Background: an optimization exercise with open tools, aiming at small area, a short achievable clock period and few clock cycles per item. Do not read the settings as production practice.
In this exercise RTL edits were held to simulation tests only and were not proved equivalent to the original.
Power is estimated from default activity; no workload was simulated. The flow treats the clock pin as an ideal source, which a real chip does not have.

File: flow/flow/run.sh
#!/bin/bash
set -euo pipefail
export SETUP_SLACK_MARGIN=6.8
export CTS_ARGS="-sink_clustering_enable -repair_clock_nets -sink_clustering_size 30 -sink_clustering_max_diameter 80 -dont_use_dummy_load"
bash standard.sh synth > synth.log 2>&1
bash standard.sh finish > layout.log 2>&1
File: flow/standard.sh
#!/bin/bash
# synth_recipe.tcl (not shown) runs the flow's synth.tcl, then flattens the netlist and writes it again
# the make line also repeats each setting of config.mk as NAME=value (left out here)
make -C /OpenROAD-flow-scripts/flow DESIGN_CONFIG=/design/flow/config.mk WORK_HOME=/design/flow/orfs CLKGATE_MAP_FILE= SYNTH_SCRIPT=/design/flow/synth_recipe.tcl "${@:-finish}"
File: flow/config.mk
export PLATFORM = sky130hd
export DESIGN_NAME = rh_framer
export DESIGN_NICKNAME = rh_framer
export VERILOG_FILES = /design/flow/design.v
export SDC_FILE = /design/flow/constraint.sdc
export NUM_CORES = 4
export LEC_CHECK = 0
export CAP_MARGIN = 20
export CORE_MARGIN = 2
export CORE_UTILIZATION = 50
export CTS_CLUSTER_DIAMETER = 80
export CTS_CLUSTER_SIZE = 30
export PLACE_DENSITY = 0.6
export SLEW_MARGIN = 20
File: flow/constraint.sdc
create_clock -name core_clock -period 10.0 [get_ports {clk}]
set_input_delay 2.0000 -clock core_clock [delete_from_list [all_inputs] [get_ports {clk}]]
set_output_delay 2.0000 -clock core_clock [all_outputs]
set_load 0.01 [all_outputs]
File: flow/design.v
module rh_crc_step (
    input  wire [15:0] crc_in,
    input  wire [7:0]  data,
    output wire [15:0] crc_out
);
    reg [15:0] c;
    integer i;
    always @(*) begin
        c = crc_in ^ {8'h00, data};
        for (i = 0; i < 8; i = i + 1)
            c = c[0] ? ((c >> 1) ^ 16'h8408) : (c >> 1);
    end
    assign crc_out = c;
endmodule
module rh_framer (
    input  wire       clk,
    input  wire       rst,
    input  wire       cmd_valid,
    input  wire [7:0] cmd_data,
    input  wire       cmd_last,
    output wire       cmd_ready,
    output wire       rsp_valid,
    output wire [7:0] rsp_data,
    output wire       rsp_last,
    input  wire       rsp_ready
);
    localparam [7:0] DLE = 8'h10, STX = 8'h02, ETX = 8'h03;
    localparam [7:0] OP_SYS_RESET  = 8'h80, OP_CRC_UPDATE = 8'h81, OP_RX_BYTE   = 8'h82,
                     OP_RX_RESET   = 8'h83, OP_TX_ENCODE  = 8'h84, OP_DD_CHECK  = 8'h85,
                     OP_DD_FILTER  = 8'h86, OP_CFG_SETADDR = 8'h87, OP_CFG_GETADDR = 8'h88,
                     OP_CFG_SETPROM = 8'h89;
    localparam [2:0] RX_IDLE = 3'd0, RX_SAWLEAD = 3'd1, RX_INDATA = 3'd2,
                     RX_SAWDLE = 3'd3, RX_WAITHI = 3'd4, RX_WAITLO = 3'd5;
    localparam [2:0] T_ERR = 3'd0, T_OK0 = 3'd1, T_OK1 = 3'd2, T_CRC = 3'd3,
                     T_RXF = 3'd4, T_TX = 3'd5;
    localparam integer NB = 3;               
    localparam integer N  = 1 << NB;
    localparam integer R  = 256 / N;
    localparam integer QB = 3;               
    localparam integer QD = 1 << QB;
    reg       f0, f1;                        
    reg       rdy;                           
    reg       rdyn;                          
    reg [8:0] ib0, ib1;                      
    wire      ipush = cmd_valid & !rdyn;
    wire      ipop;
    assign cmd_ready = rdy;
    wire f1_n = (f1 && !ipop) || (f0 && !f1 && ipush && !ipop);
    always @(posedge clk) begin
        if (rst) begin
            f0  <= 1'b0;
            f1  <= 1'b0;
            rdy  <= 1'b1;
            rdyn <= 1'b0;
        end else begin
            f0  <= f1 || ipush || (f0 && !ipop);
            f1  <= f1_n;
            rdy  <= !f1_n;
            rdyn <= f1_n;
        end
    end
    always @(posedge clk) begin
        if (!f0 || (!f1 && ipop))
            ib0 <= {cmd_last, cmd_data};
        else if (ipop)
            ib0 <= ib1;
        if (!f1)
            ib1 <= {cmd_last, cmd_data};
    end
    wire [7:0] hd = ib0[7:0];
    wire       hl = ib0[8];
    reg [7:0]  this_address;
    reg        promiscuous;
    reg [2:0]  rxs;
    reg [6:0]  rx_len;
    reg [15:0] rx_fcs;
    reg [7:0]  rx_hi;
    reg [7:0]  rx_to;                        
    reg [6:0] cnt;                           
    reg [7:0] rem;                           
    reg       over;                          
    reg       badop;
    reg       cdone;                         
    reg       cok;                           
    reg       o_sr, o_crc, o_rx, o_rr, o_tx, o_ddc, o_ddf, o_sa, o_ga, o_sp;
    reg [7:0] b1, b2, b3;
    reg       f7;                            
    reg       c_toaddr, c_tobc;              
    reg       c_ddacc;                       
    reg       c_rxapp;                       
    reg       c_crc;                         
    reg       np;                            
    reg [7:0] tL;                            
    reg [6:0] wpt, wpc, rpt;                 
    reg       pfull;                         
    wire ex;                                 
    assign ipop = f0 && (!cdone || ex) && !(np && pfull);
    wire take = ipop;
    reg op_known;
    reg [7:0] op_rem;
    always @(*) begin
        op_known = 1'b1;
        case (hd)
            OP_SYS_RESET, OP_RX_RESET, OP_CFG_GETADDR:  op_rem = 8'd0;
            OP_RX_BYTE, OP_CFG_SETADDR, OP_CFG_SETPROM: op_rem = 8'd1;
            OP_DD_CHECK:   op_rem = 8'd2;
            OP_CRC_UPDATE: op_rem = 8'd3;
            OP_DD_FILTER:  op_rem = 8'd4;
            OP_TX_ENCODE:  op_rem = 8'd5;
            default: begin op_rem = 8'd0; op_known = 1'b0; end
        endcase
    end
    wire first = (cnt == 7'd0);
    wire tx_n  = o_tx && (cnt == 7'd5);      
    reg  last_ok;
    always @(*) begin
        if (first)
            last_ok = op_known && (op_rem == 8'd0);
        else if (tx_n)
            last_ok = (hd == 8'd0);
        else
            last_ok = !badop && !over && (rem == 8'd1);
    end
    wire [6:0] cnt_n  = (cnt == 7'd127) ? cnt : cnt + 7'd1;
    wire       np_n   = !hl && (first ? (hd == OP_TX_ENCODE)
                                      : (o_tx && cnt_n != 7'd5 && cnt_n < 7'd66));
    always @(posedge clk) begin
        if (rst) begin
            cnt   <= 7'd0;
            cdone <= 1'b0;
            np    <= 1'b0;
        end else begin
            if (take) begin
                cnt <= hl ? 7'd0 : cnt_n;
                np  <= np_n;
            end
            if (take && hl)
                cdone <= 1'b1;
            else if (ex)
                cdone <= 1'b0;
        end
    end
    always @(posedge clk) begin
        if (take) begin
            if (first) begin
                o_sr  <= (hd == OP_SYS_RESET);
                o_crc <= (hd == OP_CRC_UPDATE);
                o_rx  <= (hd == OP_RX_BYTE);
                o_rr  <= (hd == OP_RX_RESET);
                o_tx  <= (hd == OP_TX_ENCODE);
                o_ddc <= (hd == OP_DD_CHECK);
                o_ddf <= (hd == OP_DD_FILTER);
                o_sa  <= (hd == OP_CFG_SETADDR);
                o_ga  <= (hd == OP_CFG_GETADDR);
                o_sp  <= (hd == OP_CFG_SETPROM);
                rem   <= op_rem;
                over  <= 1'b0;
                badop <= !op_known;
                tL    <= 8'd10;
            end else begin
                if (tx_n)
                    rem <= hd;
                else if (rem == 8'd0)
                    over <= 1'b1;
                else
                    rem <= rem - 8'd1;
            end
            if (cnt == 7'd1) begin if (o_ddf) b3 <= hd; else b1 <= hd; end
            if (cnt == 7'd2) begin if (o_ddf) b1 <= hd; else b2 <= hd; end
            if (cnt == 7'd3) begin if (o_ddf) b2 <= hd; else b3 <= hd; end
            if (np && cnt >= 7'd6) begin
                tL  <= tL + ((hd == DLE) ? 8'd2 : 8'd1);
            end
            if (hl) begin
                cok      <= last_ok;
                f7       <= hd[7];
                c_toaddr <= (b3 == this_address);
                c_tobc   <= (b3 == 8'hFF);
                c_ddacc  <= !first && last_ok && (o_ddc || (o_ddf && !hd[7] && b3 == this_address));
                c_crc    <= !first && last_ok && o_crc;
                c_rxapp  <= !first && last_ok && o_rx && !(rx_len == 7'd64) &&
                            ((rxs == RX_INDATA && hd != DLE) || (rxs == RX_SAWDLE && hd == DLE));
            end
        end
    end
    reg  [5:0] rt;
    wire [5:0] rt1 = rt + 6'd1;
    always @(posedge clk) begin
        if (rst) rt <= 6'd0;
        else     rt <= rt1;
    end
    reg [3:0]   tp_v;
    reg [3:0]   tp_s [0:3];                  
    reg [7:0]   tp_d [0:3];
    wire [1:0]  tka   = rt1[1:0];
    wire        tw_v  = tp_v[tka];
    wire [5:0]  tw_p  = rt1 - {tp_s[tka], tka};
    reg         twq_v;                       
    reg  [3:0]  twq_m;
    reg  [5:0]  twq_s;
    reg  [7:0]  twq_d;
    always @(posedge clk) begin
        twq_v <= !rst && tw_v;
        twq_m <= tw_p[5:2];
        twq_s <= {tp_s[tka], tka};
        twq_d <= tp_d[tka];
    end
    wire        tpush = take && np;
    always @(posedge clk) begin
        if (rst)
            tp_v <= 4'd0;
        else begin
            if (tw_v)  tp_v[tka] <= 1'b0;
            if (tpush) tp_v[wpt[1:0]] <= 1'b1;
        end
        if (tpush) begin
            tp_s[wpt[1:0]] <= wpt[5:2];
            tp_d[wpt[1:0]] <= hd;
        end
    end
    reg [511:0] tring, tring_n;
    integer ti;
    always @(*) begin
        tring_n = {tring[503:0], tring[511:504]};
        for (ti = 0; ti < 16; ti = ti + 1)
            if (twq_v && twq_m == ti) tring_n[32*ti + 8 +: 8] = twq_d;
    end
    always @(posedge clk) tring <= tring_n;
    reg [QB:0] qcnt;
    reg        qfull, qne;
    wire [7:0] dd_from = b1;
    wire [7:0] dd_id   = b2;
    wire [NB-1:0] ph = rt[NB-1:0];           
    reg  [NB:0]   clr;                       
    reg           clearing;
    reg           al;                        
    wire [7:0]    nexts [0:R-1];             
    reg  [7:0]    dd_old;                    
    wire          dd_new = (dd_old != dd_id);
    always @(posedge clk)
        dd_old <= nexts[dd_from[7:NB]];
    always @(posedge clk)
        al <= (rt1[NB-1:0] == dd_from[NB-1:0]);
    reg  [1:0] rxf_cnt;                      
    reg        rxok;                         
    reg  [2:0] sph;
    reg  [6:0] ssc;
    localparam [2:0] P_ST = 3'd0, P_D1 = 3'd1, P_D2 = 3'd2, P_STX = 3'd3,
                     P_HDR = 3'd4, P_PAY = 3'd5, P_TRL = 3'd6, P_BUF = 3'd7;
    always @(posedge clk)
        rxok <= (rxf_cnt == 2'd0) || (rxf_cnt == 2'd1 && sph == P_BUF && ssc > rx_len);
    assign ex = cdone && !qfull && !(c_crc && cqfull) && !(c_ddacc && (clearing || !al)) && !(c_rxapp && !rxok);
    wire   exo = ex && cok;
    wire [15:0] crc_op_res;
    rh_crc_step u_crc_op (.crc_in({b1, b2}), .data(b3), .crc_out(crc_op_res));
    reg  [15:0] cq0;
    reg         cqfull;
    wire        cq_push = exo && o_crc;
    wire        cq_pop;
    wire [15:0] cqh = cq0;
    always @(posedge clk) begin
        if (cq_push) cq0 <= crc_op_res;
        if (rst)
            cqfull <= 1'b0;
        else if (cq_push)
            cqfull <= 1'b1;
        else if (cq_pop)
            cqfull <= 1'b0;
    end
    wire [7:0]  rx_cd = (rxs == RX_WAITHI) ? ETX : (rxs == RX_SAWDLE && b1 == ETX) ? DLE : b1;
    wire [15:0] rx_fcs_nx;
    rh_crc_step u_crc_rx (.crc_in(rx_fcs), .data(rx_cd), .crc_out(rx_fcs_nx));
    wire rx_match = ({rx_hi, b1} == rx_fcs) && (rx_len >= 7'd4) &&
                    (promiscuous || rx_to == this_address || rx_to == 8'hFF);
    wire rx_emit = (rxs == RX_WAITLO) && rx_match;
    reg [2:0] dt;
    reg [7:0] dv;
    always @(*) begin
        dt = T_OK0; dv = 8'h00;
        if (!cok)
            dt = T_ERR;
        else if (o_crc)
            dt = T_CRC;
        else if (o_rx) begin
            if (rx_emit) begin dt = T_RXF; dv = {1'b0, rx_len}; end
            else         dt = T_OK1;
        end else if (o_tx) begin
            dt = T_TX; dv = tL;
        end else if (o_ddc) begin
            dt = T_OK1; dv = {7'd0, dd_new};
        end else if (o_ddf) begin
            dt = T_OK1;
            if (f7)            dv = 8'h00;
            else if (c_toaddr) dv = dd_new ? 8'h01 : 8'h02;
            else if (c_tobc)   dv = 8'h03;
            else               dv = 8'h04;
        end else if (o_ga) begin
            dt = T_OK1; dv = this_address;
        end
    end
    wire do_sys_reset = exo && o_sr;
    always @(posedge clk) begin
        if (rst || do_sys_reset) begin
            this_address <= 8'h00;
            promiscuous  <= 1'b0;
        end else if (exo) begin
            if (o_sa) this_address <= b1;
            if (o_sp) promiscuous  <= b1[0];
        end
    end
    always @(posedge clk) begin
        if (rst) begin
            clr      <= N[NB:0];
            clearing <= 1'b1;
        end else begin
            if (do_sys_reset) begin
                clr      <= N[NB:0];
                clearing <= 1'b1;
            end else if (clearing) begin
                clr      <= clr - 1'b1;
                clearing <= (clr != 1);
            end
        end
    end
    reg            gw_v;
    reg [7-NB:0]   gw_r;
    reg [7:0]      gw_d;
    always @(posedge clk) begin
        gw_v <= exo && c_ddacc;
        gw_r <= dd_from[7:NB];
        gw_d <= dd_id;
    end
    genvar gr;
    generate
        for (gr = 0; gr < R; gr = gr + 1) begin : g_ring
            reg [8*N-1:0] ring;
            wire wr = clearing || (gw_v && gw_r == gr);
            wire [7:0] p0 = ring[7:0];
            assign nexts[gr] = ring[8*N-9 -: 8];
            always @(posedge clk)
                ring <= {ring[8*N-9:8], (wr ? (clearing ? 8'h00 : gw_d) : p0), ring[8*N-1 -: 8]};
        end
    endgenerate
    wire rx_step = exo && o_rx;
    reg [1:0]  rp_v;
    reg [4:0]  rp_s [0:1];                   
    reg [7:0]  rp_d [0:1];
    wire       rw0  = rp_v[0] && ({rp_s[0][0], 1'b0} == rt1[1:0]);
    wire       rw1  = rp_v[1] && ({rp_s[1][0], 1'b1} == rt1[1:0]);
    wire       rw_v = rw0 || rw1;
    wire [5:0] rw_p = rt1 - (rw1 ? {rp_s[1], 1'b1} : {rp_s[0], 1'b0});
    reg        rwq_v;                        
    reg  [3:0] rwq_m;
    reg  [7:0] rwq_d;
    always @(posedge clk) begin
        rwq_v <= !rst && rw_v;
        rwq_m <= rw_p[5:2];
        rwq_d <= rw1 ? rp_d[1] : rp_d[0];
    end
    wire       rapp = rx_step && c_rxapp;
    always @(posedge clk) begin
        if (rst)
            rp_v <= 2'd0;
        else begin
            if (rw0)  rp_v[0] <= 1'b0;
            if (rw1)  rp_v[1] <= 1'b0;
            if (rapp) rp_v[rx_len[0]] <= 1'b1;
        end
        if (rapp) begin
            rp_s[rx_len[0]] <= rx_len[5:1];
            rp_d[rx_len[0]] <= b1;
        end
        if (rapp && rx_len == 7'd0)
            rx_to <= b1;
    end
    reg [511:0] rring, rring_n;
    integer ri;
    always @(*) begin
        rring_n = {rring[503:0], rring[511:504]};
        for (ri = 0; ri < 16; ri = ri + 1)
            if (rwq_v && rwq_m == ri) rring_n[32*ri + 8 +: 8] = rwq_d;
    end
    always @(posedge clk) rring <= rring_n;
    always @(posedge clk) begin
        if (rx_step) begin
            case (rxs)
                RX_SAWLEAD: if (b1 == STX) rx_fcs <= 16'hFFFF;
                RX_INDATA:  if (c_rxapp) rx_fcs <= rx_fcs_nx;
                RX_SAWDLE:  if (b1 == ETX || c_rxapp) rx_fcs <= rx_fcs_nx;
                RX_WAITHI:  begin
                                rx_hi  <= b1;
                                rx_fcs <= rx_fcs_nx;
                            end
                default: ;
            endcase
        end
    end
    always @(posedge clk) begin
        if (rst || do_sys_reset || (exo && o_rr)) begin
            rxs    <= RX_IDLE;
            rx_len <= 7'd0;
        end else if (rx_step) begin
            if (c_rxapp) rx_len <= rx_len + 7'd1;
            case (rxs)
                RX_IDLE:    if (b1 == DLE) rxs <= RX_SAWLEAD;
                RX_SAWLEAD: if (b1 == STX) begin
                                rx_len <= 7'd0;
                                rxs    <= RX_INDATA;
                            end else begin
                                rxs <= RX_IDLE;
                            end
                RX_INDATA:  if (b1 == DLE) rxs <= RX_SAWDLE;
                RX_SAWDLE:  if (b1 == ETX) rxs <= RX_WAITHI;
                            else if (b1 == DLE) rxs <= RX_INDATA;
                            else rxs <= RX_IDLE;
                RX_WAITHI:  rxs <= RX_WAITLO;
                RX_WAITLO:  begin
                                rx_len <= 7'd0;
                                rxs    <= RX_IDLE;
                            end
                default:    rxs <= RX_IDLE;
            endcase
        end
    end
    always @(posedge clk) begin
        if (rst) begin
            wpt <= 7'd0;
            wpc <= 7'd0;
        end else if (ex) begin
            if (cok && o_tx)
                wpc <= wpt;
            else
                wpt <= wpc;
        end else if (take && np) begin
            wpt <= wpt + 7'd1;
        end
    end
    reg [10:0]   dq [0:QD-1];
    reg [QB-1:0] qw, qr;
    wire         qpop;
    wire         byp;                        
    wire         qpush = ex && !byp;
    always @(posedge clk) begin
        if (qpush) dq[qw] <= {dt, dv};
    end
    wire [QB:0] qinc = qcnt + 1'b1;
    wire [QB:0] qdec = qcnt - 1'b1;
    always @(posedge clk) begin
        if (rst) begin
            qw    <= {QB{1'b0}};
            qr    <= {QB{1'b0}};
            qcnt  <= {(QB+1){1'b0}};
            qfull <= 1'b0;
            qne   <= 1'b0;
        end else begin
            if (qpush) qw <= qw + 1'b1;
            if (qpop) qr <= qr + 1'b1;
            if (qpush && !qpop) begin
                qcnt  <= qinc;
                qfull <= qinc[QB];
                qne   <= 1'b1;
            end else if (!qpush && qpop) begin
                qcnt  <= qdec;
                qfull <= 1'b0;
                qne   <= (qdec != 0);
            end
        end
    end
    wire [10:0] qh   = dq[qr];
    reg        cv;                           
    reg [2:0]  ct;
    reg [7:0]  cd1;
    reg [6:0]  clen1;                        
    reg [6:0]  cpo1;                         
    reg        cpz;                          
    reg        v0, v1;                       
    reg        v0n;                          
    reg [8:0]  o0, o1;                       
    reg [8:0]  ohn;                          
    wire       adv = cv && !v1 && !(sph == P_BUF && !br_al) &&
                     !((sph == P_HDR || sph == P_PAY) && !pv0);
    reg        sdup;
    reg [15:0] scrc;
    reg  [2:0] pcnt;
    reg  [7:0] pq0, pq1, pq2, pq3;
    wire       pv0    = (pcnt != 3'd0);
    reg  [5:0] fd;                           
    wire       favail = (rpt != wpc);        
    wire       fpush  = favail && !pcnt[2] && (fd[1:0] == 2'd3) &&
                        !(tp_v[rpt[1:0]] && tp_s[rpt[1:0]] == rpt[5:2]) &&
                        !(twq_v && twq_s == rpt[5:0]);
    wire [7:0] fnext  = tring[32*fd[5:2] + 24 +: 8];
    wire       fpop;
    wire [7:0] fbyte  = pq0;
    reg  [5:0] bd;                           
    wire       br_al = (bd[1:0] == 2'd3);
    wire [7:0] rbyte = rring[32*bd[5:2] + 24 +: 8];
    reg [7:0] sb;                            
    reg       sl;                            
    reg       spop;                          
    reg       scu;                           
    always @(*) begin
        sb = 8'h00; sl = 1'b0; spop = 1'b0; scu = 1'b0;
        case (sph)
            P_ST: begin
                sb = (ct == T_ERR) ? 8'hE0 : 8'h00;
                sl = (ct == T_ERR) || (ct == T_OK0);
            end
            P_D1: begin
                sb = (ct == T_RXF) ? 8'h01 : (ct == T_CRC) ? cqh[15:8] : cd1;
                sl = (ct == T_OK1);
            end
            P_D2: begin
                sb = (ct == T_CRC) ? cqh[7:0] : (ct == T_RXF) ? (cd1 - 8'd4) : DLE;
                sl = (ct == T_CRC);
            end
            P_STX: sb = STX;
            P_HDR: begin sb = fbyte; spop = 1'b1; scu = 1'b1; end
            P_PAY: begin
                sb = fbyte;
                if (!(fbyte == DLE && !sdup)) begin spop = 1'b1; scu = 1'b1; end
                sl = 1'b0;
            end
            P_TRL: begin
                case (ssc[1:0])
                    2'd0: begin sb = DLE; scu = 1'b1; end
                    2'd1: begin sb = ETX; scu = 1'b1; end
                    2'd2: sb = scrc[15:8];
                    default: begin sb = scrc[7:0]; sl = 1'b1; end
                endcase
            end
            default: begin  
                sb = rbyte;
                sl = (ssc == clen1);
            end
        endcase
    end
    wire [7:0]  scd = (sph == P_TRL) ? (ssc[0] ? ETX : DLE) : fbyte;
    wire [15:0] scrc_next;
    rh_crc_step u_crc_s (.crc_in(scrc), .data(scd), .crc_out(scrc_next));
    always @(posedge clk) begin
        if (sph != P_BUF)
            bd <= rt1;
        else if (!adv)
            bd <= bd + 6'd1;
    end
    wire sfin = adv && sl;                   
    wire ld   = qne && (!cv || sfin);        
    assign byp  = ex && !qne && (!cv || sfin);
    assign qpop = ld;
    wire [10:0] src = ld ? qh : {dt, dv};
    assign cq_pop = sfin && (ct == T_CRC);
    assign fpop = adv && spop;
    wire [6:0] wpt1 = wpt + 7'd1;
    wire [6:0] rpt1 = rpt + 7'd1;
    wire fA0 = (wpt1[5:0] == rpt[5:0])  && (wpt1[6] != rpt[6]);
    wire fA1 = (wpt1[5:0] == rpt1[5:0]) && (wpt1[6] != rpt1[6]);
    wire fB0 = (wpt[5:0]  == rpt[5:0])  && (wpt[6]  != rpt[6]);
    wire fB1 = (wpt[5:0]  == rpt1[5:0]) && (wpt[6]  != rpt1[6]);
    wire fC0 = (wpc[5:0]  == rpt[5:0])  && (wpc[6]  != rpt[6]);
    wire fC1 = (wpc[5:0]  == rpt1[5:0]) && (wpc[6]  != rpt1[6]);
    always @(posedge clk)
        pfull <= !rst && (ex ? ((cok && o_tx) ? (fpush ? fB1 : fB0) : (fpush ? fC1 : fC0))
                             : ((take && np) ? (fpush ? fA1 : fA0) : (fpush ? fB1 : fB0)));
    wire [2:0] pidx = pcnt - {2'b00, fpop};    
    always @(posedge clk) begin
        if (rst) begin
            rpt  <= 7'd0;
            fd   <= 6'd0;
            pcnt <= 3'd0;
        end else begin
            if (fpush) rpt <= rpt + 7'd1;
            fd   <= fpush ? fd : fd + 6'd1;
            pcnt <= pcnt + {2'b00, fpush} - {2'b00, fpop};
        end
        pq0 <= (fpush && pidx == 3'd0) ? fnext : fpop ? pq1 : pq0;
        pq1 <= (fpush && pidx == 3'd1) ? fnext : fpop ? pq2 : pq1;
        pq2 <= (fpush && pidx == 3'd2) ? fnext : fpop ? pq3 : pq2;
        pq3 <= (fpush && pidx == 3'd3) ? fnext : pq3;
    end
    always @(posedge clk) begin
        if (ld || byp) begin
            ct    <= src[10:8];
            cd1   <= src[7:0];
        end
        if (sph != P_BUF) clen1 <= cd1[6:0] - 7'd1;
        if (sph != P_PAY) begin
            cpo1 <= cd1[6:0] - 7'd11;
            cpz  <= (cd1 == 8'd10);
        end
    end
    always @(posedge clk) begin
        if (rst) begin
            cv   <= 1'b0;
            sph  <= P_ST;
            ssc  <= 7'd0;
            sdup <= 1'b0;
        end else begin
            if (ld || byp)
                cv <= 1'b1;
            else if (sfin)
                cv <= 1'b0;
            if (adv) begin
                if (sl) begin
                    sph  <= P_ST;
                    ssc  <= 7'd0;
                    sdup <= 1'b0;
                end else begin
                    case (sph)
                        P_ST:  sph <= P_D1;
                        P_D1:  sph <= P_D2;
                        P_D2:  sph <= (ct == T_RXF) ? P_BUF : P_STX;
                        P_STX: sph <= P_HDR;
                        P_HDR: begin
                            if (ssc[1:0] == 2'd3) begin
                                ssc <= 7'd0;
                                sph <= cpz ? P_TRL : P_PAY;
                            end else
                                ssc <= ssc + 7'd1;
                        end
                        P_PAY: begin
                            sdup <= !spop;
                            if (ssc == cpo1) begin
                                ssc <= 7'd0;
                                sph <= P_TRL;
                            end else
                                ssc <= ssc + 7'd1;
                        end
                        default: ssc <= ssc + 7'd1;    
                    endcase
                end
            end
        end
    end
    always @(posedge clk) begin
        if (adv) begin
            if (sph == P_STX)
                scrc <= 16'hFFFF;
            else if (scu)
                scrc <= scrc_next;
        end
    end
    always @(posedge clk) begin
        if (rst)
            rxf_cnt <= 2'd0;
        else
            rxf_cnt <= rxf_cnt + {1'b0, (rx_step && rx_emit)}
                               - {1'b0, (sfin && ct == T_RXF)};
    end
    wire [8:0] snew = {sl, sb};
    always @(posedge clk) begin
        if (rst) begin
            v0  <= 1'b0;
            v0n <= 1'b1;
            v1 <= 1'b0;
        end else if (!v0n && rsp_ready) begin
            v0  <= v1 || adv;
            v0n <= !(v1 || adv);
            v1 <= 1'b0;
        end else begin
            v0  <= !v0n || adv;
            v0n <= v0n && !adv;
            v1  <= v1 || (!v0n && adv);
        end
    end
    wire [8:0] o0_n = (!v0n && rsp_ready) ? (v1 ? o1 : snew) : (!v0n ? ~ohn : snew);
    always @(posedge clk) begin
        o0  <= o0_n;
        ohn <= ~o0_n;
        if (!v1)
            o1 <= snew;
    end
    assign rsp_valid = v0;
    assign rsp_data  = o0[7:0];
    assign rsp_last  = o0[8];
endmodule
==> results of run 1 <==
## cells in the final DEF, fill, tap and decap left out, types with 18 or more instances in the layout
| master | Yosys | layout |
|---|---|---|
| a21oi_1 | 173 | 172 |
| a221oi_1 | 30 | 30 |
| a22o_1 | 18 | 18 |
| a22oi_1 | 66 | 66 |
| and3_1 | 28 | 27 |
| buf_4 | 0 | 140 |
| clkbuf_16 | 0 | 153 |
| dfxtp_1 | 3269 | 3247 |
| edfxtp_1 | 367 | 367 |
| ha_1 | 66 | 61 |
| inv_1 | 79 | 75 |
| mux2_2 | 327 | 319 |
| mux2i_1 | 238 | 238 |
| mux4_2 | 120 | 120 |
| nand2_1 | 253 | 247 |
| nand2b_1 | 32 | 32 |
| nand3_1 | 122 | 120 |
| nand4_1 | 47 | 47 |
| nor2_1 | 470 | 440 |
| nor2_2 | 1 | 26 |
| nor2b_1 | 25 | 24 |
| nor3_1 | 60 | 55 |
| o21ai_0 | 61 | 61 |
| xnor2_1 | 146 | 143 |
| xor2_1 | 102 | 102 |
## kinds of logic (layout without fill, tap and decap cells)
group	after synthesis	after routing	synth area share
flops	3636	3636	0.780
simple gates	1149	1149	0.0539
mux	685	685	0.0895
compound gates	482	482	0.0329
buf+inv	318	421	0.0124
xor+xnor	248	248	0.0222
fa+ha+maj	68	68	0.00884
other cells	0	2	0
## state kept, by name (all words and copies together), names as in the netlist, 32 cells and up, named ones only
register and count:
rring 512, tp_d 32, dq 88, g_ring.ring 2048, tring 512
## final cells by class
| cell class | instances | area [sq um] | area share |
|---|---|---|---|
| sequential | 3636 | 76500 | 0.719 |
| clock buffer | 152 | 3800 | 0.0357 |
| multi-input combinational | 2632 | 20800 | 0.195 |
| inverter | 81 | 330 | 0.00310 |
| tap | 2624 | 3280 | 0.0309 |
| timing repair buffer | 187 | 1680 | 0.0158 |
| timing repair inverter | 1 | 8.76 | 0.0000823 |
| antenna | 2 | 5.00 | 0.0000470 |
## routing by layer
metal / share of wire / vias to the layer above
met5: 0.000063 / -
met2: 0.47 / 999
met3: 0.041 / 305
met4: 0.030 / 2
li1: - / 22400
met1: 0.46 / 23500
## Yosys cell counts, types with 6 or more instances
cell type,number,share of area
a211oi_1,9,0.00069
a211oi_2,6,0.00077
a21o_1,17,0.0013
a21oi_1,173,0.0088
a221oi_1,30,0.0027
a222oi_1,12,0.0012
a22o_1,18,0.0016
a22oi_1,66,0.0051
a31oi_1,12,0.00077
a32oi_1,6,0.00054
and2_1,12,0.00077
and3_1,28,0.0018
buf_1,23,0.00088
clkbuf_1,207,0.0079
dfxtp_1,3269,0.67
edfxtp_1,367,0.11
ha_1,66,0.0084
inv_1,79,0.0030
mux2_2,327,0.038
mux2i_1,238,0.024
mux4_2,120,0.028
nand2_1,253,0.0097
nand2b_1,32,0.0020
nand3_1,122,0.0062
nand3b_1,13,0.0010
nand4_1,47,0.0030
nor2_1,470,0.018
nor2b_1,25,0.0016
nor3_1,60,0.0031
nor3b_1,12,0.00092
nor4_1,21,0.0013
o21a_1,16,0.0012
o21ai_0,61,0.0031
o22ai_1,12,0.00077
or2_2,6,0.00038
or3_1,14,0.00089
xnor2_1,146,0.013
xor2_1,102,0.0091
## worst paths after layout
path / start / endpoint / cells past startpoint
max: rdy / cmd_ready / 1
min: g_ring[17].ring[15] / g_ring[17].ring[23] / 0
max reg2reg: b1[7] / dq[3][4] / 10
min reg2reg: g_ring[17].ring[15] / g_ring[17].ring[23] / 0
## what timing repair did
| action | 4_1_cts | 5_1_grt |
|---|---|---|
| cloned | 4 | 1 |
| endpoints found under the setup margin | 398 | 252 |
| resized for setup | 114 | 26 |
| pin swaps | 22 | 11 |
| buffers inserted | 45 | 27 |
## where the power goes
| group | switching, mW | internal (mW) | leakage (nW) |
|---|---|---|---|
| Sequential | 0.161 | 14.9 | 29.8 |
| Clock | 4.10 | 2.74 | 1.87 |
| Combinational | 0.518 | 0.305 | 8.60 |
| Total | 4.78 | 17.9 | 40.3 |
==> results.cfg, run 1 <==
[setup_path]
critPathKind = flip-flop to output port
startpoint_type = flip-flop
end_kind = output port
r2r_slack_ns = 6.83
cp_top_family = flip-flops
cp_cell_sequence = buf_6
cp.required_ns = 8.00
cp.arrival_ns = 1.31
path_buf_inv = 1
cpPeakStageDelay_ns = 0.38
path_max_fanout = 1
cp_slowest_cell = dfxtp_4

[timing]
slew_headroom = 0.229
hold_viol = 0
fmax_mhz = 302
worst_pin_slew_ns = 1.15
tns_ns = 0
worst_slack_ns = 6.69
fin_crit_sh = 0.331
drv_slew = 0
fin_hold_ws_ns = 0.271
fin_crit_ns = 3.31
fin_skew_ns = 0.0881
setup_viol_count_final = 0
rsz0062_at_grt = yes

[run]
drv_cap = 0

[global_routing]
grt_pass1_wl_um = 306000
met1_usage = 0.285
grt_max_degree = 151
top_usage_layer = met2
grt_use_total = 0.206
grt-ovfl-total = 0
antenna_found_initial = 2
grt_util_met2 = 0.336
grt_pass1_vias = 46700
use_met3 = 0.0268

[die]
coreArea_sq_mm = 0.195
die_h_um = 447
die_w_um = 447
placementRows = 162
start_util = 0.503
design.portCount = 24
die_area_sq_mm = 0.200

[detailed_routing]
drc = 0
wirelength_um = 205000
drt_iter0_drc = 3664
viasPerCell = 5.07
dr.pass1.iters = 6
vias = 47200
post_drt_wl_per_cell_um = 22.1
detail-route-antenna-nets = 0

[worst_hold_path]
hold_class = flip-flop to flip-flop

[finish]
post-route-util = 0.546
area_growth_syn_to_layout_pct = 8.60
post-route-cell-area_sq_mm = 0.106
fin_cells = 9315
nFillCells = 15800
nets = 6772
drive_above_1_share = 0.134

[synthesis]
avgSynthCellArea_sq_um = 14.9
ys_seq_elements = 3636
synth-edff-count = 367
ys_seq_area_frac = 0.780
yosysWarnings = 2
synth.distinct_cells = 78
synth_ff_type = dfxtp_1
syn-num-nets = 6667
syn_inst = 6586
async_flop_share = 0
synth_area_sq_mm = 0.0980

[status]
status = no timing/DRC/antenna violations

[power]
leakagePower_nw = 40.3
vdd_drop_max_mv = 0.200
report.power.total_mw = 22.7
p_per_area_mw_per_mm2 = 213

[clock_network]
clock_path_buffers = 3
cts_tree = yes
htreeDepth = 4
root_buffer = clkbuf_16
cts.sinks = 3636
holdBufCountCts = 0
clkTransAtPathRegs_ns = 0.11
clk_latency_ns = 0.84
cts_buffers = 152

[place]
dpl.hpwl_um = 133000
dp_slack_ns = 5.48
placed_cell_area_sq_mm = 0.102
globalplace.congestion = 0.882
place_inst = 9084
io_buffers = 23
Testbench counts, summed over its fixed seeds: cycles 45,308, items 12,000.
==> run 2: changes to the inputs <==
--- a/flow/config.mk
+++ b/flow/config.mk
@@ -9,6 +9,6 @@
 export CORE_MARGIN = 2
-export CORE_UTILIZATION = 50
+export CORE_UTILIZATION = 62
 export CTS_CLUSTER_DIAMETER = 80
 export CTS_CLUSTER_SIZE = 30
-export PLACE_DENSITY = 0.6
+export PLACE_DENSITY = 0.72
 export SLEW_MARGIN = 20
==> run 2 against run 1 <==
Synthesized cell count stayed put. Worst hold slack worse by 0.0026 ns. Critical path depth is the same. Non-clock buffer count decreased by 1. Critical path type unchanged. Highest routed layer unchanged.
==> results.cfg, run 2 <==
[clock_network]
clock_path_buffers = 3
clk_latency_ns = 0.81
cts_buffers = 145
cts.sinks = 3636
root_buffer = clkbuf_16
htreeDepth = 4
clkTransAtPathRegs_ns = 0.11
cts_tree = yes

[synthesis]
syn_inst = 6586
ys_top_cells_by_area = dfxtp_1 67%, edfxtp_1 11%, mux2_2 3.8%
synth_area_sq_mm = 0.0980
yosys.area.top_type = dfxtp_1
syn-num-nets = 6667
avgSynthCellArea_sq_um = 14.9
ys_seq_elements = 3636
yosysMostFrequentCell = dfxtp_1
yosysWarnings = 2
synth.distinct_cells = 78
synth_commonest_cells = 3269 x dfxtp_1, 470 x nor2_1, 367 x edfxtp_1, 327 x mux2_2, 253 x nand2_1
synth_ff_type = dfxtp_1
async_flop_share = 0
synth-edff-count = 367
ys_seq_area_frac = 0.780
synth_top_area_share = 0.668

[setup_path]
startpoint_type = flip-flop
reg2reg_depth = 10
critPathKind = flip-flop to output port
cp.arrival_ns = 1.27
cpPeakStageDelay_ns = 0.40
cp_slowest_cell = dfxtp_4
cp_top_family = flip-flops
cp_cell_sequence = buf_6
path_max_fanout = 1
path_buf_inv = 1
cp.required_ns = 8.00
end_kind = output port
path_depth = 1

[power]
comb_power_share = 0.035
switching_power_mw = 4.69
swShare = 0.209
leakagePower_nw = 40.1
clkPwrFrac = 0.296
p_per_area_mw_per_mm2 = 213
p_int_mw = 17.8
vdd_drop_max_mv = 0.210
seq_power_share = 0.669

[timing]
fmax_mhz = 306
fin_crit_sh = 0.327
tns_ns = 0
fin_hold_ws_ns = 0.269
fin_skew_ns = 0.0967
rsz0062_at_grt = yes
fin_crit_ns = 3.27
worst_pin_slew_ns = 1.17
drv_slew = 0
setup_viol_count_final = 0
hold_viol = 0
slew_headroom = 0.221

[detailed_routing]
viasPerCell = 5.46
wirelength_um = 200000
detail-route-antenna-nets = 0
drc = 0
drt_iter0_drc = 3729
dr.pass1.iters = 6
vias = 47700
post_drt_wl_per_cell_um = 22.8

[place]
dpl.hpwl_um = 129000
io_buffers = 23
globalplace.congestion = 0.899

[finish]
antenna_cells = 0
top_register = g_ring.ring
drive_above_1_share = 0.134
area_growth_syn_to_layout_pct = 7.60
largest_reg_flops = 2048
layout_commonest_cell = dfxtp_1
nFillCells = 10800
post-route-util = 0.673
top_regs = g_ring.ring (2048), rring (512), tring (512)
nets = 6764
most-common-layout-cells = 3245 x dfxtp_1, 447 x nor2_1, 367 x edfxtp_1

[global_routing]
grt_max_degree = 69
grt_pass1_vias = 47300
grt-ovfl-total = 0
antenna_found_initial = 3
grt_use_total = 0.247
grt_pass1_wl_um = 299000

[die]
die_h_um = 402
start_util = 0.626
coreArea_sq_mm = 0.157
placementRows = 145
die_area_sq_mm = 0.161
design.portCount = 24
die_w_um = 402

[status]
status = no timing/DRC/antenna violations

[worst_hold_path]
hold_class = flip-flop to flip-flop
whs_path_depth = 0

[run]
drv_cap = 0
==> run 2: worst paths after layout <==
path / from / end / slack (ns)
worst min register to register: g_ring[14].ring[31] / g_ring[14].ring[39] / 0.27
worst max register to register: b1[3] / dd_old[2] / 6.89
worst min-delay path: g_ring[14].ring[31] / g_ring[14].ring[39] / 0.27
worst max-delay path: rdy / cmd_ready / 6.73
==> run 2: logic make-up (layout without fill, tap and decap cells) <==
logic type,after synthesis,count (layout),synth area share
DFF,3636,3636,0.780
muxes,685,685,0.0895
and+or+nand+nor,1149,1149,0.0539
adders and majority gates,68,68,0.00884
AOI/OAI and AO/OA,482,482,0.0329
buffers and inverters,318,413,0.0124
xor gates and xnor gates,248,248,0.0222
==> run 2: through the flow <==
step | setup slack [ns] | instances | instance area, sq um | power (mW)
4_1_cts | 6.68 | 8705 | 105000 | 22.5
5_1_grt | 6.68 | 8739 | 105000 | 23.2
3_5_place_dp | 5.56 | 8524 | 101000 | 16.1
2_1_floorplan | 6.54 | 6586 | 98200 | 15.8
6_report | 6.73 | 8739 | 105000 | 22.5
3_3_place_gp | 5.64 | 8523 | 101000 | 16.1
==> run 2: power groups by stage <==
stage / clock network [mW] / logic (mW) / registers, mW
after floorplan: 0 / 0.545 / 15.3
after global placement: 0 / 0.731 / 15.4
after detailed placement: 0 / 0.740 / 15.4
after CTS: 6.75 / 0.770 / 15.0
after global routing: 7.26 / 0.854 / 15.1
final: 6.64 / 0.795 / 15.0
==> run 2: cell type report <==
cell class | instances | area, sq um | area share
repair inverters | 1 | 6.26 | 0.0000593
flip-flops and latches | 3636 | 76500 | 0.726
inverters | 81 | 325 | 0.00309
multi-input cells | 2632 | 20900 | 0.198
clock buffers | 145 | 3630 | 0.0344
repair buffers | 186 | 1530 | 0.0145
well taps | 2058 | 2570 | 0.0244
==> run 2: layer usage <==
metal | global-route usage | vias up | share of wire
li1 | - | 22400 | -
met1 | 0.343 | 23700 | 0.44
met2 | 0.396 | 1268 | 0.46
met3 | 0.0378 | 346 | 0.055
met4 | 0.0874 | 6 | 0.037
met5 | 0 | - | 0.00018
==> run 2: timing repair <==
| item | CTS | global route |
|---|---|---|
| buffers inserted | 35 | 33 |
| resized for setup | 117 | 31 |
| endpoints found under the setup margin | 353 | 251 |
| pin swaps | 17 | 12 |
| hold buffers | 0 | 0 |
| gates cloned | 1 | 0 |
==> run 3: changes to the inputs <==
--- a/flow/design.v
+++ b/flow/design.v
@@ -35,3 +35,3 @@
                      T_RXF = 3'd4, T_TX = 3'd5;
-    localparam integer NB = 3;               
+    localparam integer NB = 4;               
     localparam integer N  = 1 << NB;
==> run 3 against run 2 <==
Synthesized cell count down 6.0%. Critical path depth unchanged. Routed wire length down 15%.
==> results.cfg, run 3 <==
[setup_path]
path_max_fanout = 1
rr_endpoint = cd1[0]
critPathKind = flip-flop to output port
cp.arrival_ns = 1.26
startpoint_type = flip-flop
cp_top_family = flip-flops
cp_slowest_cell = dfxtp_4
reg2reg_depth = 8
path_depth = 1
critical_path.startpoint = rdy
cp_cell_sequence = buf_6
r2r_start = b1[6]
r2r_slack_ns = 6.85
path_buf_inv = 1
end_kind = output port
cpPeakStageDelay_ns = 0.40
cp.required_ns = 8.00

[detailed_routing]
drc = 0
drt_iter0_drc = 3166
wirelength_um = 170000
post_drt_wl_per_cell_um = 20.6
viasPerCell = 5.26
vias = 43600
dr.pass1.iters = 6
detail-route-antenna-nets = 0

[finish]
drive_above_1_share = 0.127
top_regs = g_ring.ring (2048), rring (512), tring (512)
post-route-cell-area_sq_mm = 0.103
most-common-layout-cells = 3256 x dfxtp_1, 367 x edfxtp_1, 340 x nor2_1
post-route-util = 0.668
nets = 6331
largest_reg_flops = 2048
top_register = g_ring.ring
multi_input_area_sq_mm = 0.0186
seq_area_sq_mm = 0.0765
nFillCells = 10500
area_growth_syn_to_layout_pct = 7.10
layout_commonest_cell = dfxtp_1

[timing]
fin_crit_ns = 3.26
hold_viol = 0
worst_pin_slew_ns = 1.14
setup_viol_count_final = 0
slew_headroom = 0.237
fin_crit_sh = 0.326
fmax_mhz = 307
drv_slew = 0
tns_ns = 0
rsz0062_at_grt = yes
fin_skew_ns = 0.0974

[global_routing]
grt-ovfl-total = 0
grt_pass1_wl_um = 258000
grt_max_degree = 81
grt_use_total = 0.216
grt_util_met2 = 0.342
top_usage_layer = met2
antenna_found_initial = 4
use_met3 = 0.0333
grt_pass1_vias = 42600
met1_usage = 0.310

[clock_network]
clock_path_buffers = 3
cts.sinks = 3636
holdBufCountCts = 0
root_buffer = clkbuf_16
clk_latency_ns = 0.82
cts_buffers = 147
cts_tree = yes
htreeDepth = 4
clkTransAtPathRegs_ns = 0.10

[power]
vdd_drop_max_mv = 0.199
p_per_area_mw_per_mm2 = 218
leakagePower_nw = 39.1

[place]
globalplace.congestion = 0.896
io_buffers = 23
dpl.hpwl_um = 107000
placed_cell_area_sq_mm = 0.0984

[die]
die_h_um = 397
coreArea_sq_mm = 0.154
design.portCount = 24
die_w_um = 397
placementRows = 144
start_util = 0.623
die_area_sq_mm = 0.158

[synthesis]
synth.distinct_cells = 85
ys_top_cells_by_area = dfxtp_1 68%, edfxtp_1 12%, mux2_2 3.9%
synth-edff-count = 367
yosys.area.top_type = dfxtp_1
avgSynthCellArea_sq_um = 15.5
synth_area_sq_mm = 0.0958
yosysWarnings = 2
synth_ff_type = dfxtp_1
yosysMostFrequentCell = dfxtp_1
ys_seq_area_frac = 0.798
async_flop_share = 0
syn_inst = 6189
synth_top_area_share = 0.683
ys_seq_elements = 3636
synth_commonest_cells = 3269 x dfxtp_1, 367 x edfxtp_1, 355 x nor2_1, 333 x mux2_2, 211 x nand2_1
syn-num-nets = 6270

[worst_hold_path]
hold_end = tring[95]
worstHoldStart = tring[87]
whs_path_depth = 0
hold_class = flip-flop to flip-flop

[status]
status = no timing/DRC/antenna violations

[run]
drv_cap = 0
[run 3: changes by cell type after synthesis, moves of 13 or more]
cell      change
a21oi_1      -34
a221oi_1     -22
a22oi_1      -45
buf_2        +13
clkbuf_1     -50
mux2i_1      -71
nand2_1      -42
nand3_1      -62
nand4_1      -21
nor2_1      -115
o22ai_1      +13
xor2_1       +13
[run 3: how the worst max path moves through the flow]
stage	end	slack, ns
global route	cmd_ready	6.72
global placement	qcnt[3]	5.64
floorplan	rwq_m[3]	6.78
CTS	qcnt[3]	6.63
detailed placement	qcnt[3]	5.61
finish	cmd_ready	6.74
[run 3: worst reg2reg max path, stage by stage, from the launching register on]
cell,delay (ns)
edfxtp_1,0.38
buf_4,0.26
xor2_1,0.21
nor4_1,0.34
nand3_1,0.15
or4_4,0.59
a21o_1,0.41
nor2_2,0.47
a21o_1,0.18
[run 3: timing repair]
item                                   in CTS  in global routing
pin swaps                                   6                 11
endpoints found under the hold margin       0                  0
setup endpoints to repair                 328                150
gates cloned                                1                  4
resized for setup                          86                 25
setup buffers                              11                 20
[run 3: area by class of cell]
cell class | instances | share of cell area
repair buffers | 112 | 0.00896
multi-input cells | 2269 | 0.182
well taps | 2044 | 0.0249
flip-flops and latches | 3636 | 0.745
clock buffers | 147 | 0.0358
diodes | 1 | 0.0000244
inverters | 83 | 0.00324
repair inverters | 1 | 0.0000853
[run 3: logic make-up (layout without fill, tap and decap cells)]
group | after synthesis | after routing | share of synthesized area
fa+ha+maj | 68 | 68 | 0.00904
xor+xnor | 255 | 255 | 0.0233
flops | 3636 | 3636 | 0.798
simple gates | 906 | 909 | 0.0444
mux | 627 | 627 | 0.0860
buf+inv | 288 | 343 | 0.0118
other cells | 0 | 1 | 0
compound gates | 409 | 410 | 0.0276
[run 3: report_power, final]
part,switching (mW),leakage [nW],internal (mW)
Sequential,0.171,29.8,14.8
Clock,4.00,1.81,2.65
Combinational,0.425,7.51,0.273
[run 3: metal layers]
metal	wire, um	vias up
met4	4690	2
met3	8080	263
met2	78100	985
met5	8	-
met1	79600	21500
li1	-	20900
[run 3: through the flow]
stage	cells	power [mW]	hold slack, ns	setup WS (ns)
2_1_floorplan	6189	15.8	0.310	6.78
3_3_place_gp	8108	16.0	0.309	5.64
3_5_place_dp	8109	16.0	0.312	5.61
4_1_cts	8268	22.5	0.228	6.63
5_1_grt	8292	23.1	0.245	6.72
6_report	8293	22.4	0.232	6.74
Testbench counts of run 3, summed over its fixed seeds: cycles 46,086, items 12,000.
==> run 4: changes to the inputs <==
==> flow/flow/run.sh (replaced) <==
#!/bin/bash
set -euo pipefail
export SETUP_SLACK_MARGIN=7.0
export CTS_ARGS="-sink_clustering_enable -repair_clock_nets -sink_clustering_size 30 -sink_clustering_max_diameter 80 -dont_use_dummy_load"
bash standard.sh synth > synth.log 2>&1
bash standard.sh finish > layout.log 2>&1
==> run 4 against run 3 <==
Power rose by 0.17%. Maximum frequency fell by 0.65%. Critical path depth did not move. Utilization rose by 0.47 points. Final area rose by 0.70%. Clock skew rose by 0.0034 ns. Count of clock-buffer cells in the layout did not move. Die area did not move. Worst hold slack improved by 0.016 ns. Non-clock buffer count rose by 52. Critical endpoint unchanged.
==> results.cfg, run 4 <==
[status]
status = no timing/DRC/antenna violations

[detailed_routing]
vias = 43700
detail-route-antenna-nets = 0
wirelength_um = 172000
post_drt_wl_per_cell_um = 20.7
viasPerCell = 5.24
drt_iter0_drc = 3587
dr.pass1.iters = 6
drc = 0

[clock_network]
cts.sinks = 3636
holdBufCountCts = 0
clock_path_buffers = 3
root_buffer = clkbuf_16
clkTransAtPathRegs_ns = 0.11
htreeDepth = 4
cts_tree = yes
clk_latency_ns = 0.81
cts_buffers = 147

[global_routing]
grt_max_degree = 64
grt-ovfl-total = 0
grt_pass1_wl_um = 261000
grt_pass1_vias = 43600
met1_usage = 0.309
antenna_found_initial = 4
grt_util_met2 = 0.351
top_usage_layer = met2
use_met3 = 0.0297
grt_use_total = 0.218

[finish]
top_regs = g_ring.ring (2048), rring (512), tring (512)
nFillCells = 10400
nets = 6383
largest_reg_flops = 2048
layout_commonest_cell = dfxtp_1
drive_above_1_share = 0.138
top_register = g_ring.ring
most-common-layout-cells = 3252 x dfxtp_1, 367 x edfxtp_1, 336 x nor2_1
area_growth_syn_to_layout_pct = 7.85

[timing]
setup_viol_count_final = 0
slew_headroom = 0.218
hold_viol = 0
fmax_mhz = 305
worst_pin_slew_ns = 1.17
fin_crit_sh = 0.328
drv_slew = 0
rsz0062_at_grt = yes
fin_skew_ns = 0.101
fin_crit_ns = 3.28
tns_ns = 0

[die]
die_w_um = 397
placementRows = 144
die_h_um = 397
die_area_sq_mm = 0.158
start_util = 0.623
design.portCount = 24
coreArea_sq_mm = 0.154

[setup_path]
path_depth = 1
end_kind = output port
path_max_fanout = 1
cp_slowest_cell = dfxtp_4
cp_top_family = flip-flops
reg2reg_depth = 12
critical_path.startpoint = rdy
crit_end = cmd_ready
rr_endpoint = pq0[6]
cp_cell_sequence = buf_6
critPathKind = flip-flop to output port
path_buf_inv = 1
cp.required_ns = 8.00
r2r_slack_ns = 7.01
cpPeakStageDelay_ns = 0.42
cp.arrival_ns = 1.28
startpoint_type = flip-flop
r2r_start = sph[1]

[synthesis]
async_flop_share = 0
syn-num-nets = 6270
yosys.area.top_type = dfxtp_1
synth.distinct_cells = 85
synth-edff-count = 367
ys_seq_area_frac = 0.798
synth_area_sq_mm = 0.0958
synth_ff_type = dfxtp_1
syn_inst = 6189
yosysWarnings = 2
avgSynthCellArea_sq_um = 15.5
synth_commonest_cells = 3269 x dfxtp_1, 367 x edfxtp_1, 355 x nor2_1, 333 x mux2_2, 211 x nand2_1
ys_top_cells_by_area = dfxtp_1 68%, edfxtp_1 12%, mux2_2 3.9%
ys_seq_elements = 3636
yosysMostFrequentCell = dfxtp_1
synth_top_area_share = 0.683

[power]
p_per_area_mw_per_mm2 = 217
report.power.total_mw = 22.4
leakagePower_nw = 39.5
vdd_drop_max_mv = 0.250

[place]
io_buffers = 23
dpl.hpwl_um = 108000
globalplace.congestion = 0.876

[run]
drv_cap = 0

[worst_hold_path]
hold_class = flip-flop to flip-flop
[run 4: cell count changes in the layout (fill, tap and decap cells not counted), moves of 4 or more]
cell,previous run,this run
buf_12,3,8
buf_4,81,120
buf_6,7,11
dfxtp_1,3256,3252
ha_1,65,58
ha_4,1,5
nor2_1,340,336
nor2_4,0,4
[run 4: cells by family after synthesis]
logic type,after synthesis,share of synthesized area
flops,3636,0.798
simple gates,906,0.0444
mux,627,0.0860
compound gates,409,0.0276
buf+inv,288,0.0118
xor+xnor,255,0.0233
fa+ha+maj,68,0.00904
[run 4: power by group]
| part | switching, mW | internal [mW] |
|---|---|---|
| Sequential | 0.165 | 14.8 |
| Combinational | 0.450 | 0.297 |
| Clock | 3.99 | 2.65 |
| Total | 4.61 | 17.8 |
[run 4: what timing repair did]
| action | in CTS | in global routing |
|---|---|---|
| setup buffers | 31 | 42 |
| endpoints found under the setup margin | 318 | 291 |
| pin swaps | 18 | 13 |
| gates cloned | 6 | 2 |
| hold endpoints to repair | 0 | 0 |
| gates resized for setup | 103 | 48 |
[run 4: worst min-delay path by stage]
stage | cells after the start | endpoint | startpoint | slack [ns]
global placement | 0 | rring[305] | rring[297] | 0.31
finish | 0 | rring[476] | rring[468] | 0.25
floorplan | 0 | g_ring[0].ring[0] | g_ring[0].ring[120] | 0.31
global route | 0 | rring[476] | rring[468] | 0.24
detailed placement | 0 | g_ring[10].ring[33] | g_ring[10].ring[25] | 0.31
CTS | 0 | rring[444] | rring[436] | 0.24
[run 4: layer usage]
layer / up-vias / wire length, um / share of wire
met4: 2 / 5310 / 0.031
met3: 292 / 7800 / 0.045
li1: 20900 / - / -
met2: 945 / 80100 / 0.46
met1: 21600 / 79100 / 0.46
met5: - / 12 / 0.000070
[run 4: area by class of cell]
| class | instances | area, sq um | area share |
|---|---|---|---|
| repair buffers | 164 | 1460 | 0.0141 |
| well taps | 2044 | 2560 | 0.0247 |
| diodes | 1 | 2.50 | 0.0000242 |
| repair inverters | 1 | 8.76 | 0.0000847 |
| inverters | 83 | 340 | 0.00329 |
| flip-flops and latches | 3636 | 76500 | 0.740 |
| clock buffers | 147 | 3680 | 0.0356 |
| multi-input cells | 2269 | 18800 | 0.182 |
[run 4: per-stage QoR]
step / worst slack [ns] / hold slack (ns) / utilization / instances / cell area (sq um)
2_1_floorplan: 6.86 / 0.310 / - / 6189 / 96000
3_3_place_gp: 6.31 / 0.310 / 0.641 / 8115 / 98500
3_5_place_dp: 6.28 / 0.312 / 0.641 / 8116 / 98500
4_1_cts: 6.69 / 0.243 / 0.668 / 8300 / 103000
5_1_grt: 6.70 / 0.243 / 0.672 / 8344 / 103000
6_report: 6.72 / 0.249 / 0.672 / 8345 / 103000
==> run 5: changes to the inputs <==
==> flow/flow/run.sh (replaced) <==
#!/bin/bash
set -euo pipefail
export SETUP_SLACK_MARGIN=6.8
export CTS_ARGS="-sink_clustering_enable -repair_clock_nets -sink_clustering_size 30 -sink_clustering_max_diameter 80 -dont_use_dummy_load"
bash standard.sh synth > synth.log 2>&1
bash standard.sh finish > layout.log 2>&1
--- a/flow/config.mk
+++ b/flow/config.mk
@@ -9,6 +9,6 @@
 export CORE_MARGIN = 2
-export CORE_UTILIZATION = 62
+export CORE_UTILIZATION = 66
 export CTS_CLUSTER_DIAMETER = 80
 export CTS_CLUSTER_SIZE = 30
-export PLACE_DENSITY = 0.72
+export PLACE_DENSITY = 0.76
 export SLEW_MARGIN = 20
==> run 5 against run 4 <==
Area after synthesis stayed put. Utilization is 4.0 points higher. First-iteration DRC count is 8.8% lower. Sequential power hardly changed. Largest cell class unchanged.
==> results.cfg, run 5 <==
[synthesis]
syn_inst = 6189
yosys.area.top_type = dfxtp_1
yosysMostFrequentCell = dfxtp_1
synth-edff-count = 367
yosysWarnings = 2
syn-num-nets = 6270
synth_area_sq_mm = 0.0958
async_flop_share = 0
synth_ff_type = dfxtp_1
avgSynthCellArea_sq_um = 15.5
ys_seq_area_frac = 0.798
synth.distinct_cells = 85
synth_commonest_cells = 3269 x dfxtp_1, 367 x edfxtp_1, 355 x nor2_1, 333 x mux2_2, 211 x nand2_1
ys_seq_elements = 3636
ys_top_cells_by_area = dfxtp_1 68%, edfxtp_1 12%, mux2_2 3.9%
synth_top_area_share = 0.683

[place]
placed_cell_area_sq_mm = 0.0982
io_buffers = 23
globalplace.congestion = 0.908
dpl.hpwl_um = 110000
place_inst = 7964

[finish]
post-route-cell-area_sq_mm = 0.103
area_growth_syn_to_layout_pct = 7.00
drive_above_1_share = 0.129
largest_reg_flops = 2048
antenna_cells = 0
top_register = g_ring.ring
most-common-layout-cells = 3251 x dfxtp_1, 367 x edfxtp_1, 341 x nor2_1
top_regs = g_ring.ring (2048), rring (512), tring (512)
fin_cells = 8159
nFillCells = 9038
layout_commonest_cell = dfxtp_1
nets = 6339

[status]
status = no timing/DRC/antenna violations

[timing]
hold_viol = 0
drv_slew = 0
setup_viol_count_final = 0
fin_skew_ns = 0.0920
fmax_mhz = 310
fin_hold_ws_ns = 0.288
tns_ns = 0
worst_pin_slew_ns = 1.16
fin_crit_ns = 3.23
fin_crit_sh = 0.323
slew_headroom = 0.226
rsz0062_at_grt = yes

[clock_network]
cts_buffers = 145
htreeDepth = 4
clkTransAtPathRegs_ns = 0.10
holdBufCountCts = 0
clk_latency_ns = 0.77
root_buffer = clkbuf_16
cts.sinks = 3636
cts_tree = yes
clock_path_buffers = 3

[detailed_routing]
dr.pass1.iters = 8
post_drt_wl_per_cell_um = 21.5
drc = 0
vias = 43800
wirelength_um = 175000
drt_iter0_drc = 3271
viasPerCell = 5.37
detail-route-antenna-nets = 0

[die]
placementRows = 139
coreArea_sq_mm = 0.144
design.portCount = 24
die_area_sq_mm = 0.148
die_h_um = 385
start_util = 0.666
die_w_um = 385

[global_routing]
grt_pass1_vias = 43500
grt-ovfl-total = 0
grt_use_total = 0.236
antenna_found_initial = 3
grt_pass1_wl_um = 264000
grt_max_degree = 80

[setup_path]
cp_slowest_cell = dfxtp_4
path_buf_inv = 1
critPathKind = flip-flop to output port
cp_top_family = flip-flops
startpoint_type = flip-flop
cp.arrival_ns = 1.23
cp.required_ns = 8.00
cp_cell_sequence = buf_6
path_max_fanout = 1
path_depth = 1
reg2reg_depth = 11
cpPeakStageDelay_ns = 0.39
end_kind = output port

[power]
leakagePower_nw = 39.2
p_per_area_mw_per_mm2 = 218
report.power.total_mw = 22.3
vdd_drop_max_mv = 0.214

[run]
drv_cap = 0

[worst_hold_path]
whs_path_depth = 0
hold_class = flip-flop to flip-flop
[run 5: cell counts after synthesis]
Identical to the previous run, type by type.
[run 5: what timing repair did]
action	CTS	global route
cloned	4	1
setup endpoints to repair	329	208
pin swaps	6	12
gates resized for setup	94	31
buffers inserted	10	35
[run 5: cells by family after synthesis]
family / after synthesis / synth area share
flops: 3636 / 0.798
simple gates: 906 / 0.0444
mux: 627 / 0.0860
compound gates: 409 / 0.0276
buf+inv: 288 / 0.0118
xor+xnor: 255 / 0.0233
fa+ha+maj: 68 / 0.00904
[run 5: path summary, 6_finish.rpt]
check | startpoint | endpoint | slack (ns)
worst max-delay path | rdy | cmd_ready | 6.77
worst min-delay path | g_ring[14].ring[56] | g_ring[14].ring[64] | 0.29
worst max register to register | ct[2] | qcnt[3] | 6.78
worst min register to register | g_ring[14].ring[56] | g_ring[14].ring[64] | 0.29
[run 5: report_power, final]
part	internal (mW)	switching [mW]	leakage (nW)
sequential	14.8	0.173	29.8
combinational	0.278	0.426	7.57
clock	2.62	3.99	1.79
[run 5: layout make-up]
type,count,area [sq um],share of cell area
timing repair inverter,1,6.26,0.0000610
clock buffer,145,3630,0.0354
inverter,83,324,0.00316
tap,1903,2380,0.0232
multi-input combinational,2269,18700,0.182
timing repair buffer,122,1020,0.00991
sequential,3636,76500,0.746
[run 5: through the flow]
step	worst slack (ns)	util
floorplan	6.78	-
finish	6.77	0.713
detailed placement	5.54	0.682
CTS	6.65	0.710
global route	6.71	0.713
global placement	5.69	0.682
[run 5: per-layer routing]
layer	vias up	wire, um	track usage
li1	20900	-	-
met1	21600	80400	0.339
met2	1075	81700	0.379
met3	252	8500	0.0343
met4	0	4680	0.0654
met5	-	0	0

port drivers added, routing unchanged:
The results above use ideal ports. As a check the final layouts listed here were re-extracted and re-timed, cells and wires unchanged. Step 1 (the two cells are an assumption about what drives the block):
set clk [get_ports {clk}]
set_driving_cell -lib_cell sky130_fd_sc_hd__clkbuf_16 $clk
set_driving_cell -lib_cell sky130_fd_sc_hd__buf_2 [delete_from_list [all_inputs] $clk]
Step 2 moves the port delays by t, midway between the first and last clock arrival at a register: inputs arrive t later, outputs are due t later. That takes back most of the time a late clock gives input paths. Three values: ideal ports, drivers, drivers and shift; two values: the first two.
| run | t (ns) | setup slack, ns | worst hold slack (ns) | latest minus earliest clock arrival (ns) | worst data-port slew with drivers (ns) |
|---|---|---|---|---|---|
| run 1 | 0.881 | 6.690 / 6.603 / 6.154 | 0.271 / 0.271 / 0.271 | 0.130 / 0.130 | 0.11 |
| run 2 | 0.845 | 6.732 / 6.654 / 6.211 | 0.269 / 0.269 / 0.269 | 0.107 / 0.108 | 0.18 |
| run 3 | 0.857 | 6.741 / 6.660 / 6.145 | 0.232 / 0.232 / 0.232 | 0.104 / 0.105 | 0.07 |
| run 4 | 0.839 | 6.719 / 6.642 / 6.356 | 0.249 / 0.249 / 0.249 | 0.102 / 0.102 | 0.17 |
| run 5 | 0.831 | 6.774 / 6.695 / 6.213 | 0.288 / 0.288 / 0.288 | 0.142 / 0.142 | 0.04 |
After both steps setup and hold are still met in every run listed. The setup slack of run 3, which loses most, moves by -0.081 ns with the drivers and by -0.596 ns with both steps.
